This is an optimization exercise on Yosys and OpenROAD, whose aim is small area, a short achievable clock period and few clock cycles, not a production implementation.
The RTL of this run was laid out without a check of its function.
Power and IR drop assume default switching activity.

### flow/design.v
module ctrks_sbox (
    input  wire [7:0] a,
    output reg  [7:0] y
);
    always @(*) begin
        case (a)
            8'h00: y = 8'h63;
            8'h01: y = 8'h7c;
            8'h02: y = 8'h77;
            8'h03: y = 8'h7b;
            8'h04: y = 8'hf2;
            8'h05: y = 8'h6b;
            8'h06: y = 8'h6f;
            8'h07: y = 8'hc5;
            8'h08: y = 8'h30;
            8'h09: y = 8'h01;
            8'h0a: y = 8'h67;
            8'h0b: y = 8'h2b;
            8'h0c: y = 8'hfe;
            8'h0d: y = 8'hd7;
            8'h0e: y = 8'hab;
            8'h0f: y = 8'h76;
            8'h10: y = 8'hca;
            8'h11: y = 8'h82;
            8'h12: y = 8'hc9;
            8'h13: y = 8'h7d;
            8'h14: y = 8'hfa;
            8'h15: y = 8'h59;
            8'h16: y = 8'h47;
            8'h17: y = 8'hf0;
            8'h18: y = 8'had;
            8'h19: y = 8'hd4;
            8'h1a: y = 8'ha2;
            8'h1b: y = 8'haf;
            8'h1c: y = 8'h9c;
            8'h1d: y = 8'ha4;
            8'h1e: y = 8'h72;
            8'h1f: y = 8'hc0;
            8'h20: y = 8'hb7;
            8'h21: y = 8'hfd;
            8'h22: y = 8'h93;
            8'h23: y = 8'h26;
            8'h24: y = 8'h36;
            8'h25: y = 8'h3f;
            8'h26: y = 8'hf7;
            8'h27: y = 8'hcc;
            8'h28: y = 8'h34;
            8'h29: y = 8'ha5;
            8'h2a: y = 8'he5;
            8'h2b: y = 8'hf1;
            8'h2c: y = 8'h71;
            8'h2d: y = 8'hd8;
            8'h2e: y = 8'h31;
            8'h2f: y = 8'h15;
            8'h30: y = 8'h04;
            8'h31: y = 8'hc7;
            8'h32: y = 8'h23;
            8'h33: y = 8'hc3;
            8'h34: y = 8'h18;
            8'h35: y = 8'h96;
            8'h36: y = 8'h05;
            8'h37: y = 8'h9a;
            8'h38: y = 8'h07;
            8'h39: y = 8'h12;
            8'h3a: y = 8'h80;
            8'h3b: y = 8'he2;
            8'h3c: y = 8'heb;
            8'h3d: y = 8'h27;
            8'h3e: y = 8'hb2;
            8'h3f: y = 8'h75;
            8'h40: y = 8'h09;
            8'h41: y = 8'h83;
            8'h42: y = 8'h2c;
            8'h43: y = 8'h1a;
            8'h44: y = 8'h1b;
            8'h45: y = 8'h6e;
            8'h46: y = 8'h5a;
            8'h47: y = 8'ha0;
            8'h48: y = 8'h52;
            8'h49: y = 8'h3b;
            8'h4a: y = 8'hd6;
            8'h4b: y = 8'hb3;
            8'h4c: y = 8'h29;
            8'h4d: y = 8'he3;
            8'h4e: y = 8'h2f;
            8'h4f: y = 8'h84;
            8'h50: y = 8'h53;
            8'h51: y = 8'hd1;
            8'h52: y = 8'h00;
            8'h53: y = 8'hed;
            8'h54: y = 8'h20;
            8'h55: y = 8'hfc;
            8'h56: y = 8'hb1;
            8'h57: y = 8'h5b;
            8'h58: y = 8'h6a;
            8'h59: y = 8'hcb;
            8'h5a: y = 8'hbe;
            8'h5b: y = 8'h39;
            8'h5c: y = 8'h4a;
            8'h5d: y = 8'h4c;
            8'h5e: y = 8'h58;
            8'h5f: y = 8'hcf;
            8'h60: y = 8'hd0;
            8'h61: y = 8'hef;
            8'h62: y = 8'haa;
            8'h63: y = 8'hfb;
            8'h64: y = 8'h43;
            8'h65: y = 8'h4d;
            8'h66: y = 8'h33;
            8'h67: y = 8'h85;
            8'h68: y = 8'h45;
            8'h69: y = 8'hf9;
            8'h6a: y = 8'h02;
            8'h6b: y = 8'h7f;
            8'h6c: y = 8'h50;
            8'h6d: y = 8'h3c;
            8'h6e: y = 8'h9f;
            8'h6f: y = 8'ha8;
            8'h70: y = 8'h51;
            8'h71: y = 8'ha3;
            8'h72: y = 8'h40;
            8'h73: y = 8'h8f;
            8'h74: y = 8'h92;
            8'h75: y = 8'h9d;
            8'h76: y = 8'h38;
            8'h77: y = 8'hf5;
            8'h78: y = 8'hbc;
            8'h79: y = 8'hb6;
            8'h7a: y = 8'hda;
            8'h7b: y = 8'h21;
            8'h7c: y = 8'h10;
            8'h7d: y = 8'hff;
            8'h7e: y = 8'hf3;
            8'h7f: y = 8'hd2;
            8'h80: y = 8'hcd;
            8'h81: y = 8'h0c;
            8'h82: y = 8'h13;
            8'h83: y = 8'hec;
            8'h84: y = 8'h5f;
            8'h85: y = 8'h97;
            8'h86: y = 8'h44;
            8'h87: y = 8'h17;
            8'h88: y = 8'hc4;
            8'h89: y = 8'ha7;
            8'h8a: y = 8'h7e;
            8'h8b: y = 8'h3d;
            8'h8c: y = 8'h64;
            8'h8d: y = 8'h5d;
            8'h8e: y = 8'h19;
            8'h8f: y = 8'h73;
            8'h90: y = 8'h60;
            8'h91: y = 8'h81;
            8'h92: y = 8'h4f;
            8'h93: y = 8'hdc;
            8'h94: y = 8'h22;
            8'h95: y = 8'h2a;
            8'h96: y = 8'h90;
            8'h97: y = 8'h88;
            8'h98: y = 8'h46;
            8'h99: y = 8'hee;
            8'h9a: y = 8'hb8;
            8'h9b: y = 8'h14;
            8'h9c: y = 8'hde;
            8'h9d: y = 8'h5e;
            8'h9e: y = 8'h0b;
            8'h9f: y = 8'hdb;
            8'ha0: y = 8'he0;
            8'ha1: y = 8'h32;
            8'ha2: y = 8'h3a;
            8'ha3: y = 8'h0a;
            8'ha4: y = 8'h49;
            8'ha5: y = 8'h06;
            8'ha6: y = 8'h24;
            8'ha7: y = 8'h5c;
            8'ha8: y = 8'hc2;
            8'ha9: y = 8'hd3;
            8'haa: y = 8'hac;
            8'hab: y = 8'h62;
            8'hac: y = 8'h91;
            8'had: y = 8'h95;
            8'hae: y = 8'he4;
            8'haf: y = 8'h79;
            8'hb0: y = 8'he7;
            8'hb1: y = 8'hc8;
            8'hb2: y = 8'h37;
            8'hb3: y = 8'h6d;
            8'hb4: y = 8'h8d;
            8'hb5: y = 8'hd5;
            8'hb6: y = 8'h4e;
            8'hb7: y = 8'ha9;
            8'hb8: y = 8'h6c;
            8'hb9: y = 8'h56;
            8'hba: y = 8'hf4;
            8'hbb: y = 8'hea;
            8'hbc: y = 8'h65;
            8'hbd: y = 8'h7a;
            8'hbe: y = 8'hae;
            8'hbf: y = 8'h08;
            8'hc0: y = 8'hba;
            8'hc1: y = 8'h78;
            8'hc2: y = 8'h25;
            8'hc3: y = 8'h2e;
            8'hc4: y = 8'h1c;
            8'hc5: y = 8'ha6;
            8'hc6: y = 8'hb4;
            8'hc7: y = 8'hc6;
            8'hc8: y = 8'he8;
            8'hc9: y = 8'hdd;
            8'hca: y = 8'h74;
            8'hcb: y = 8'h1f;
            8'hcc: y = 8'h4b;
            8'hcd: y = 8'hbd;
            8'hce: y = 8'h8b;
            8'hcf: y = 8'h8a;
            8'hd0: y = 8'h70;
            8'hd1: y = 8'h3e;
            8'hd2: y = 8'hb5;
            8'hd3: y = 8'h66;
            8'hd4: y = 8'h48;
            8'hd5: y = 8'h03;
            8'hd6: y = 8'hf6;
            8'hd7: y = 8'h0e;
            8'hd8: y = 8'h61;
            8'hd9: y = 8'h35;
            8'hda: y = 8'h57;
            8'hdb: y = 8'hb9;
            8'hdc: y = 8'h86;
            8'hdd: y = 8'hc1;
            8'hde: y = 8'h1d;
            8'hdf: y = 8'h9e;
            8'he0: y = 8'he1;
            8'he1: y = 8'hf8;
            8'he2: y = 8'h98;
            8'he3: y = 8'h11;
            8'he4: y = 8'h69;
            8'he5: y = 8'hd9;
            8'he6: y = 8'h8e;
            8'he7: y = 8'h94;
            8'he8: y = 8'h9b;
            8'he9: y = 8'h1e;
            8'hea: y = 8'h87;
            8'heb: y = 8'he9;
            8'hec: y = 8'hce;
            8'hed: y = 8'h55;
            8'hee: y = 8'h28;
            8'hef: y = 8'hdf;
            8'hf0: y = 8'h8c;
            8'hf1: y = 8'ha1;
            8'hf2: y = 8'h89;
            8'hf3: y = 8'h0d;
            8'hf4: y = 8'hbf;
            8'hf5: y = 8'he6;
            8'hf6: y = 8'h42;
            8'hf7: y = 8'h68;
            8'hf8: y = 8'h41;
            8'hf9: y = 8'h99;
            8'hfa: y = 8'h2d;
            8'hfb: y = 8'h0f;
            8'hfc: y = 8'hb0;
            8'hfd: y = 8'h54;
            8'hfe: y = 8'hbb;
            8'hff: y = 8'h16;
            default: y = 8'h00;
        endcase
    end
endmodule
module ctrks_ks (
    input  wire         clk,
    input  wire         rst,
    input  wire         cmd_valid,
    output wire         cmd_ready,
    input  wire [2:0]   cmd_op,
    input  wire [1:0]   cmd_keylen,
    input  wire [255:0] cmd_key,
    input  wire [63:0]  cmd_ivb,
    input  wire [63:0]  cmd_arg,
    input  wire [4:0]   cmd_len,
    input  wire [127:0] cmd_data,
    output reg          rsp_valid,
    output reg  [2:0]   rsp_err,
    output reg  [127:0] rsp_data,
    output reg  [63:0]  rsp_pos
);
    localparam OP_NOP   = 3'd0;
    localparam OP_INIT  = 3'd1;
    localparam OP_SEEK  = 3'd2;
    localparam OP_XOR   = 3'd3;
    localparam OP_CLOSE = 3'd4;
    localparam E_OK        = 3'd0;
    localparam E_ILLEGAL   = 3'd1;
    localparam E_PARAM     = 3'd2;
    localparam E_NOT_INIT  = 3'd3;
    localparam E_BUF_RANGE = 3'd4;
    localparam E_POS_RANGE = 3'd5;
    localparam S_IDLE = 2'd0;
    localparam S_KEXP = 2'd1;
    localparam S_AES  = 2'd2;
    localparam S_FIN  = 2'd3;
    reg         ks_ready;
    reg  [1:0]  keylen;
    reg  [63:0] ivb;
    reg  [63:0] pos;
    reg  [63:0] ctr;
    reg  [3:0]  num;
    reg  [127:0] ecount;
    reg  [31:0] w [0:59];
    reg  [1:0]  fsm;
    reg  [2:0]  op_r;
    reg  [4:0]  len_r;
    reg  [127:0] data_r;
    reg  [63:0] arg_r;
    assign cmd_ready = (fsm == S_IDLE);
    wire accept = cmd_valid && cmd_ready;
    wire [3:0] nr = (keylen == 2'd0) ? 4'd10 : (keylen == 2'd1) ? 4'd12 : 4'd14;
    reg  [31:0] win [0:7];      
    reg  [5:0]  kidx;           
    reg  [2:0]  kmod;           
    reg  [7:0]  rcon;
    wire [3:0] nk_new = (cmd_keylen == 2'd0) ? 4'd4 : (cmd_keylen == 2'd1) ? 4'd6 : 4'd8;
    wire [3:0] nk     = (keylen == 2'd0) ? 4'd4 : (keylen == 2'd1) ? 4'd6 : 4'd8;
    wire [5:0] klast  = {nr, 2'b11};             
    wire [31:0] kprev = win[7];
    wire [31:0] kold  = win[4'd8 - nk];
    wire        krot  = (kmod == 3'd0);
    wire        ksub  = krot || (nk == 4'd8 && kmod == 3'd4);
    wire [31:0] ksub_in = krot ? {kprev[23:0], kprev[31:24]} : kprev;
    wire [31:0] ksub_out;
    ctrks_sbox u_ks0 (.a(ksub_in[31:24]), .y(ksub_out[31:24]));
    ctrks_sbox u_ks1 (.a(ksub_in[23:16]), .y(ksub_out[23:16]));
    ctrks_sbox u_ks2 (.a(ksub_in[15:8]),  .y(ksub_out[15:8]));
    ctrks_sbox u_ks3 (.a(ksub_in[7:0]),   .y(ksub_out[7:0]));
    wire [31:0] ktemp = krot ? (ksub_out ^ {rcon, 24'h0}) :
                        ksub ? ksub_out : kprev;
    wire [31:0] knew  = kold ^ ktemp;
    function [7:0] xtime;
        input [7:0] b;
        xtime = {b[6:0], 1'b0} ^ (b[7] ? 8'h1b : 8'h00);
    endfunction
    reg  [127:0] st;
    reg  [3:0]   rnd;
    function [127:0] round_key;
        input [3:0] r;
        begin
            round_key = {w[{r, 2'd0}], w[{r, 2'd1}], w[{r, 2'd2}], w[{r, 2'd3}]};
        end
    endfunction
    wire [127:0] sb;
    genvar gi;
    generate
        for (gi = 0; gi < 16; gi = gi + 1) begin : g_sb
            ctrks_sbox u_sb (.a(st[127-8*gi -: 8]), .y(sb[127-8*gi -: 8]));
        end
    endgenerate
    reg [127:0] sr;
    integer r_i, c_i;
    always @(*) begin
        for (r_i = 0; r_i < 4; r_i = r_i + 1)
            for (c_i = 0; c_i < 4; c_i = c_i + 1)
                sr[127-8*(r_i+4*c_i) -: 8] = sb[127-8*(r_i+4*((c_i+r_i)%4)) -: 8];
    end
    reg [127:0] mc;
    reg [7:0] a0, a1, a2, a3;
    integer m_c;
    always @(*) begin
        for (m_c = 0; m_c < 4; m_c = m_c + 1) begin
            a0 = sr[127-8*(4*m_c+0) -: 8];
            a1 = sr[127-8*(4*m_c+1) -: 8];
            a2 = sr[127-8*(4*m_c+2) -: 8];
            a3 = sr[127-8*(4*m_c+3) -: 8];
            mc[127-8*(4*m_c+0) -: 8] = xtime(a0) ^ (xtime(a1) ^ a1) ^ a2 ^ a3;
            mc[127-8*(4*m_c+1) -: 8] = a0 ^ xtime(a1) ^ (xtime(a2) ^ a2) ^ a3;
            mc[127-8*(4*m_c+2) -: 8] = a0 ^ a1 ^ xtime(a2) ^ (xtime(a3) ^ a3);
            mc[127-8*(4*m_c+3) -: 8] = (xtime(a0) ^ a0) ^ a1 ^ a2 ^ xtime(a3);
        end
    end
    wire         last_round = (rnd == nr);
    wire [127:0] round_out  = (last_round ? sr : mc) ^ round_key(rnd);
    function [127:0] xor_ks;
        input [127:0] data;
        input [4:0]   len;
        input [3:0]   n;
        input [127:0] old_blk;
        input [127:0] new_blk;
        reg   [255:0] win32;
        reg   [4:0]   k;
        integer i;
        begin
            win32 = (n == 4'd0) ? {new_blk, 128'h0} : {old_blk, new_blk};
            xor_ks = data;
            for (i = 0; i < 16; i = i + 1) begin
                k = {1'b0, n} + i[4:0];
                if (i < len)
                    xor_ks[127-8*i -: 8] = data[127-8*i -: 8] ^ win32[255-8*k -: 8];
            end
        end
    endfunction
    wire [63:0] pos_plus_len = pos + {59'd0, cmd_len};
    reg  [2:0]  dec_err;
    always @(*) begin
        dec_err = E_OK;
        case (cmd_op)
            OP_NOP:   dec_err = E_OK;
            OP_INIT:  if (cmd_keylen == 2'd3) dec_err = E_PARAM;
            OP_SEEK:  if (!ks_ready) dec_err = E_NOT_INIT;
                      else if (cmd_arg[63]) dec_err = E_POS_RANGE;
            OP_XOR:   if (!ks_ready) dec_err = E_NOT_INIT;
                      else if (cmd_len > 5'd16) dec_err = E_BUF_RANGE;
                      else if (pos_plus_len[63]) dec_err = E_POS_RANGE;
            OP_CLOSE: dec_err = E_OK;
            default:  dec_err = E_ILLEGAL;
        endcase
    end
    wire [4:0] num_plus_len = {1'b0, num} + cmd_len;
    wire xor_needs_aes  = (cmd_len != 5'd0) && ((num == 4'd0) || (num_plus_len > 5'd16));
    wire seek_needs_aes = (cmd_arg[3:0] != 4'd0);
    integer k_i;
    always @(posedge clk) begin
        if (rst) begin
            fsm       <= S_IDLE;
            ks_ready  <= 1'b0;
            pos       <= 64'd0;
            ctr       <= 64'd0;
            num       <= 4'd0;
            keylen    <= 2'd2;
            rsp_valid <= 1'b0;
        end else begin
            rsp_valid <= 1'b0;
            case (fsm)
            S_IDLE: if (accept) begin
                op_r   <= cmd_op;
                len_r  <= cmd_len;
                data_r <= cmd_data;
                arg_r  <= cmd_arg;
                if (dec_err != E_OK) begin
                    rsp_valid <= 1'b1;
                    rsp_err   <= dec_err;
                    rsp_data  <= cmd_data;
                    rsp_pos   <= pos;
                end else begin
                    case (cmd_op)
                    OP_INIT: begin
                        keylen   <= cmd_keylen;
                        ivb      <= cmd_ivb;
                        ks_ready <= 1'b0;
                        pos      <= 64'd0;
                        ctr      <= 64'd0;
                        num      <= 4'd0;
                        ecount   <= 128'd0;
                        for (k_i = 0; k_i < 8; k_i = k_i + 1) begin
                            if (k_i < nk_new)
                                w[k_i] <= cmd_key[255-32*k_i -: 32];
                            if (k_i >= 8 - nk_new)
                                win[k_i] <= cmd_key[255-32*(k_i-(8-nk_new)) -: 32];
                        end
                        kidx <= {2'b00, nk_new};
                        kmod <= 3'd0;
                        rcon <= 8'h01;
                        fsm  <= S_KEXP;
                    end
                    OP_SEEK: begin
                        if (seek_needs_aes) begin
                            st  <= {ivb, 4'h0, cmd_arg[63:4]} ^ round_key(4'd0);
                            rnd <= 4'd1;
                            fsm <= S_AES;
                        end else begin
                            pos       <= cmd_arg;
                            ctr       <= {4'h0, cmd_arg[63:4]};
                            num       <= 4'd0;
                            ecount    <= 128'd0;
                            rsp_valid <= 1'b1;
                            rsp_err   <= E_OK;
                            rsp_data  <= cmd_data;
                            rsp_pos   <= cmd_arg;
                        end
                    end
                    OP_XOR: begin
                        if (xor_needs_aes) begin
                            st  <= {ivb, ctr} ^ round_key(4'd0);
                            rnd <= 4'd1;
                            fsm <= S_AES;
                        end else begin
                            pos       <= pos_plus_len;
                            num       <= num_plus_len[3:0];
                            rsp_valid <= 1'b1;
                            rsp_err   <= E_OK;
                            rsp_data  <= xor_ks(cmd_data, cmd_len, num, ecount, ecount);
                            rsp_pos   <= pos_plus_len;
                        end
                    end
                    OP_CLOSE: begin
                        ks_ready  <= 1'b0;
                        ivb       <= 64'd0;
                        pos       <= 64'd0;
                        ctr       <= 64'd0;
                        num       <= 4'd0;
                        ecount    <= 128'd0;
                        rsp_valid <= 1'b1;
                        rsp_err   <= E_OK;
                        rsp_data  <= cmd_data;
                        rsp_pos   <= 64'd0;
                    end
                    default: begin  
                        rsp_valid <= 1'b1;
                        rsp_err   <= E_OK;
                        rsp_data  <= cmd_data;
                        rsp_pos   <= pos;
                    end
                    endcase
                end
            end
            S_KEXP: begin
                w[kidx] <= knew;
                for (k_i = 0; k_i < 7; k_i = k_i + 1)
                    win[k_i] <= win[k_i+1];
                win[7] <= knew;
                if (krot)
                    rcon <= xtime(rcon);
                kmod <= ({1'b0, kmod} == nk - 4'd1) ? 3'd0 : kmod + 3'd1;
                kidx <= kidx + 6'd1;
                if (kidx == klast) begin
                    ks_ready  <= 1'b1;
                    rsp_valid <= 1'b1;
                    rsp_err   <= E_OK;
                    rsp_data  <= data_r;
                    rsp_pos   <= 64'd0;
                    fsm       <= S_IDLE;
                end
            end
            S_AES: begin
                st  <= round_out;
                rnd <= rnd + 4'd1;
                if (last_round)
                    fsm <= S_FIN;
            end
            S_FIN: begin
                rsp_valid <= 1'b1;
                rsp_err   <= E_OK;
                ecount    <= st;
                if (op_r == OP_SEEK) begin
                    pos      <= arg_r;
                    ctr      <= {4'h0, arg_r[63:4]} + 64'd1;
                    num      <= arg_r[3:0];
                    rsp_data <= data_r;
                    rsp_pos  <= arg_r;
                end else begin
                    pos      <= pos + {59'd0, len_r};
                    ctr      <= ctr + 64'd1;
                    num      <= num + len_r[3:0];
                    rsp_data <= xor_ks(data_r, len_r, num, ecount, st);
                    rsp_pos  <= pos + {59'd0, len_r};
                end
                fsm <= S_IDLE;
            end
            endcase
        end
    end
endmodule
### flow/run.sh
#!/bin/bash
# synth_recipe.tcl (not shown) runs the flow's synth.tcl, then flattens the netlist and writes it again
# the make line also repeats each setting of config.mk as NAME=value (left out here)
make -C /OpenROAD-flow-scripts/flow DESIGN_CONFIG=/design/flow/config.mk WORK_HOME=/design/flow/orfs CLKGATE_MAP_FILE= SYNTH_SCRIPT=/design/flow/synth_recipe.tcl finish
### flow/config.mk
export PLATFORM = sky130hd
export DESIGN_NAME = ctrks_ks
export DESIGN_NICKNAME = ctrks_ks
export VERILOG_FILES = /design/flow/design.v
export SDC_FILE = /design/flow/constraint.sdc
export NUM_CORES = 8
export LEC_CHECK = 0
export CAP_MARGIN = 20
export CORE_MARGIN = 2
export CORE_UTILIZATION = 35
export PLACE_DENSITY = 0.4
export SLEW_MARGIN = 20
### flow/constraint.sdc
create_clock -name core_clock -period 10.0 [get_ports {clk}]
set_input_delay 2.0000 -clock core_clock [delete_from_list [all_inputs] [get_ports {clk}]]
set_output_delay 2.0000 -clock core_clock [all_outputs]
set_load 0.01 [all_outputs]
==> parameters.txt <==
Parameter                              Value

Setup path
  Data arrival, critical path ... 9540 ps
  Worst endpoint required time ... between 10000 and 15000 ps
  Startpoint of the worst register-to-register path ... kmod[1]
  Critical Path Start Type ... input pin
  Number of cells on the worst reg-to-reg path ... 18
  Highest net fanout along the worst path ... between 60 and 70
  Worst setup path endpoint ... g_sb[5].u_sb.y[3]
  Reg2reg end ... w[53][2]
  Reg-to-reg setup timing slack ... between 1500 and 2000 ps
  Kind of capture point of the worst setup path ... flip-flop
  Critical path start-end classification ... in2reg
  Worst Setup SP ... cmd_len[2]

CTS
  CTS root buf ... sky130_fd_sc_hd__clkbuf_16
  Number of clock buffers inserted by TritonCTS ... between 300 and 400
  H-tree lvl count ... 5
  Clock tree from TritonCTS ... yes
  Source-to-sink clock delay at the later pin of the worst-skew pair ... around 1100 ps
  Number of buffers inserted by hold repair at cts ... 0
  Worst-path clk slew ... 80 ps
  Post-CTS Repair Setup Buffers ... 0
  Total clock sinks ... approximately 3.3k
  Clk buf depth ... 4
  CTS resizes ... 0

Global routing
  Initial antenna violation count ... between 150 and 200
  Residual overflow from global routing ... 0
  First-pass GRT wire length ... ~2000000 um
  Via count of the first global-routing pass ... between 200k and 250k
  All-Layer GR Usage ... 0.4047
  Largest net degree at the start of global routing ... between 200 and 250

Place
  Number of buffer cells added on primary ports ... ~720
  Placed wire-length estimate after detailed placement ... roughly 1100000 um
  Routability congestion estimate from global placement ... approximately 1.0

Hold path
  Tightest Hold Check Type ... reg2reg

Power
  Leak Pwr ... ~93 nW
  Switching component of the power ... 0.02546 W
  Internal cell power ... ~0.033 W
  Peak supply drop ... 380.8 uV
  Fraction of power spent switching nets ... 0.4388
  Share of power burned in combinational logic ... 0.454
  Sequential share of power ... 0.285
  Total power divided by cell area ... around 210 mW/mm^2
  Clock power share ... 0.261

Floorplan
  Die X-Extent ... roughly 830 um
  Die Outline Area ... just under 0.7 mm^2
  Core Box Area ... 0.6850 mm^2
  Row count ... a little over 300
  Chip height ... approximately 830 um
  IO Pins ... roughly 720
  Initial cell density of the core ... 0.3512

Synthesis
  Share of synthesized registers carrying an async set or reset ... 0
  Number of enable-type register cells in the synthesized netlist ... 3040
  Syn. warnings ... 3
  Synth Register Bits ... around 3.3k
  Total standard cell area after synthesis ... ~0.24 mm^2
  Gate Count Post-Synth ... about 26k
  Library cells used by synthesis ... 127
  Most frequently used flop master after synthesis ... sky130_fd_sc_hd__edfxtp_1
  Avg Synthesized Cell Area ... approximately 9.4 um^2
  Sequential cell area fraction in the yosys report ... 0.4019

Timing
  Minimum period implied by the final worst setup slack ... 8537 ps
  Final period util ... 0.8537
  RSZ-0062 raised after global routing ... no
  Peak Freq ... ~120 MHz
  Relative slew slack ... 0.1217
  Final setup violation count ... 0
  Final-layout worst hold slack ... slightly above 500 ps
  Setup TNS ... 0 ps
  Final hold vios ... 0
  Slew Limit Fails ... 0
  Worst Max-Slew Pin Slew ... around 1300 ps
  Clock skew after layout ... around 160 ps

Drt
  Total vias in the final route ... ~240k
  WL final ... about 1500000 um
  Remaining design rule violation count ... 0
  First-pass detailed-route iteration total ... 9
  Iteration-0 DRC count of the detailed router ... about 38k
  Routed wire per std cell ... between 40 and 50 um
  Number of vias per cell after detailed routing ... between 6 and 7
  Antenna Violating Nets Remaining ... 0

Layout
  Number of fill cells in the layout ... between 60k and 70k
  Fraction of final layout cells sized beyond drive strength 1 ... 0.1235
  Area of combinational cells with multiple inputs ... roughly 0.14 mm^2
  Sequential cell area ... 0.09672 mm^2
  Number of nets in the finished design ... 26.20k
  Layout overhead on the synthesized area ... 14.09%

Run status
  Status ... timing/DRC/antenna clean

Job
  Max Cap Viol ... 0
## logic make-up (layout without fill, tap and decap cells)
kind of cell / after synthesis / after routing / synth area share
buf+inv: 2614 / 2833 / 0.04604
xor+xnor: 1219 / 1219 / 0.04890
fa+ha+maj: 252 / 252 / 0.01320
other cells: 1 / 128 / 0.00001559
compound gates: 7974 / 7974 / 0.2148
flops: 3310 / 3310 / 0.4019
mux: 2280 / 2280 / 0.1325
simple gates: 7873 / 7873 / 0.1427
## state kept, by name, summed over array words and instances, names as in the netlist, 4 cells and up, named ones only
name and flops:
w 2048, g_sb.u_sb.y 96, ctr 64, rcon 8
pos 64, win 256, rsp_pos 64, num 4
rnd 4, a0 8, a3 8, a2 8
st 128, a1 8, len_r 5, data_r 128
ecount 128, ivb 64, rsp_data 128, kidx 6
arg_r 64
## routing by layer
metal	share of wire	vias to the layer above	wire length, um	track usage
met5	0.00015	-	214	0
met4	0.077	34	113200	0.2508
met3	0.10	3053	153500	0.08996
met2	0.43	16050	628900	0.6023
met1	0.39	120900	575500	0.5355
li1	-	97290	-	-
## cells in the final DEF (no fill, tap or decap), drive strengths merged, types with 245 or more instances in the layout
cell	n
clkbuf	485
edfxtp	3040
a221oi	283
and2	266
clkdlybuf4s50	717
a211oi	414
a22oi	246
buf	1168
mux4	671
nor3	639
mux2i	1372
a31oi	351
nor2	2371
nand3	661
ha	245
o21ai	2042
dfxtp	270
a21oi	2031
xnor2	647
o211ai	528
xor2	494
nand2	3067
## through the flow
stage / std cells / util / area, um^2 / setup slack, ps / total power, W
floorplan: 25530 / - / 240600 / 684.0 / 0.03119
global placement: 34190 / 0.3805 / 260700 / 511.4 / 0.04219
detailed placement: 34200 / 0.3807 / 260800 / 740.8 / 0.04215
CTS: 34910 / 0.3999 / 274000 / 1898 / 0.05721
global route: 35000 / 0.4006 / 274400 / 1484 / 0.05927
finish: 35050 / 0.4007 / 274500 / 1463 / 0.05804
## how the worst min path moves through the flow
stage	from	end	slack [ps]	depth (start not counted)
2_1_floorplan	pos[0]	pos[0]	470	2
6_report	ctr[60]	ctr[60]	510	2
4_1_cts	ctr[60]	ctr[60]	510	2
3_3_place_gp	ctr[62]	ctr[62]	490	2
3_5_place_dp	ctr[60]	ctr[60]	490	2
5_1_grt	win[3][6]	win[2][6]	540	2
## Yosys cell counts (67+ instances only)
master	number	area [um^2]
sky130_fd_sc_hd__clkbuf_1	1452	5450
sky130_fd_sc_hd__ha_1	245	3065
sky130_fd_sc_hd__nand2b_1	123	769.5
sky130_fd_sc_hd__inv_1	184	690.7
sky130_fd_sc_hd__a2111oi_0	76	665.6
sky130_fd_sc_hd__a21o_1	92	690.7
sky130_fd_sc_hd__a21oi_1	2023	10120
sky130_fd_sc_hd__edfxtp_1	3040	91290
sky130_fd_sc_hd__nor4_1	86	538.0
sky130_fd_sc_hd__o211ai_1	528	3964
sky130_fd_sc_hd__a211oi_1	413	3100
sky130_fd_sc_hd__o221ai_1	210	1839
sky130_fd_sc_hd__nand4_1	121	757.0
sky130_fd_sc_hd__xnor2_1	647	5667
sky130_fd_sc_hd__a31oi_1	350	2190
sky130_fd_sc_hd__a221oi_1	280	2452
sky130_fd_sc_hd__o31ai_1	134	1006
sky130_fd_sc_hd__nand2_1	3065	11500
sky130_fd_sc_hd__o2111ai_1	106	928.4
sky130_fd_sc_hd__a22o_1	139	1217
sky130_fd_sc_hd__xor2_1	494	4327
sky130_fd_sc_hd__a22oi_1	245	1839
sky130_fd_sc_hd__nor2_1	2355	8840
sky130_fd_sc_hd__a311oi_1	196	1717
sky130_fd_sc_hd__buf_1	280	1051
sky130_fd_sc_hd__or3_1	91	569.3
sky130_fd_sc_hd__mux2_2	227	2556
sky130_fd_sc_hd__buf_2	548	2743
sky130_fd_sc_hd__and2_1	257	1608
sky130_fd_sc_hd__a32oi_1	88	770.7
sky130_fd_sc_hd__nand3_1	661	3308
sky130_fd_sc_hd__and3_1	122	763.2
sky130_fd_sc_hd__o21ai_0	1985	9935
sky130_fd_sc_hd__o32ai_1	67	586.8
sky130_fd_sc_hd__o311ai_0	191	1673
sky130_fd_sc_hd__mux4_2	671	15110
sky130_fd_sc_hd__nor3_1	638	3193
sky130_fd_sc_hd__o21a_1	75	563.0
sky130_fd_sc_hd__o22ai_1	206	1289
sky130_fd_sc_hd__dfxtp_1	270	5405
sky130_fd_sc_hd__nor2b_1	135	844.6
sky130_fd_sc_hd__mux2i_1	1327	13280
## power groups by stage
stage / clock network (W) / registers (W) / logic (W)
after global routing: 0.0157 / 0.0166 / 0.0269
after detailed placement: 0 / 0.0168 / 0.0253
after CTS: 0.0153 / 0.0165 / 0.0254
final: 0.0151 / 0.0165 / 0.0264
after global placement: 0 / 0.0168 / 0.0254
after floorplan: 0 / 0.0165 / 0.0147
## critical path: stages
cell	delay (ps)
sky130_fd_sc_hd__clkdlybuf4s50_1	740
sky130_fd_sc_hd__ha_1	530
sky130_fd_sc_hd__o21ai_0	160
sky130_fd_sc_hd__o21ai_0	490
sky130_fd_sc_hd__nand4_1	170
sky130_fd_sc_hd__buf_4	240
sky130_fd_sc_hd__nor4_2	410
sky130_fd_sc_hd__o21ai_4	130
sky130_fd_sc_hd__a21oi_4	360
sky130_fd_sc_hd__clkinv_16	250
sky130_fd_sc_hd__buf_12	400
sky130_fd_sc_hd__mux2i_2	190
sky130_fd_sc_hd__buf_4	240
sky130_fd_sc_hd__inv_2	420
sky130_fd_sc_hd__ha_1	640
sky130_fd_sc_hd__nand2_1	440
sky130_fd_sc_hd__a21oi_1	580
sky130_fd_sc_hd__o21ai_0	170
sky130_fd_sc_hd__a31o_2	270
sky130_fd_sc_hd__a31oi_1	250
sky130_fd_sc_hd__o22ai_1	150
## cell type report
class,count,area share
tap,9180,0.04184
clock inverter,236,0.01035
sequential,3310,0.3523
inverter,227,0.003273
timing repair buffer,1891,0.06104
antenna,124,0.001130
multi-input combinational,19600,0.4925
clock buffer,479,0.03757

==> what the ideal ports hide <==
In the flow no input, the clock included, has a driving cell. The finished layout below was timed again as built, in two steps. Step 1 (the two cells are an assumption about what drives the block):
set clk [get_ports {clk}]
set_driving_cell -lib_cell sky130_fd_sc_hd__clkbuf_16 $clk
set_driving_cell -lib_cell sky130_fd_sc_hd__buf_2 [delete_from_list [all_inputs] $clk]
Step 2 adds t to the input delays and takes it off the output delays; t is the mean of the earliest and latest rising clock arrival at the registers after step 1. Input paths then give back, and output paths get back, about the clock's delay inside the block. a / b / c = ideal / step 1 / step 2; a / b = the first two.
t (ns): 1.203
setup slack, ns: 1.463 / 1.598 / 0.395
worst setup path at the end: input to register
cell pins on the clock port's net: 1
After both steps this run still meets setup and hold. For this run, drivers alone change the setup slack by +0.135 ns; drivers and shift together by -1.068 ns.
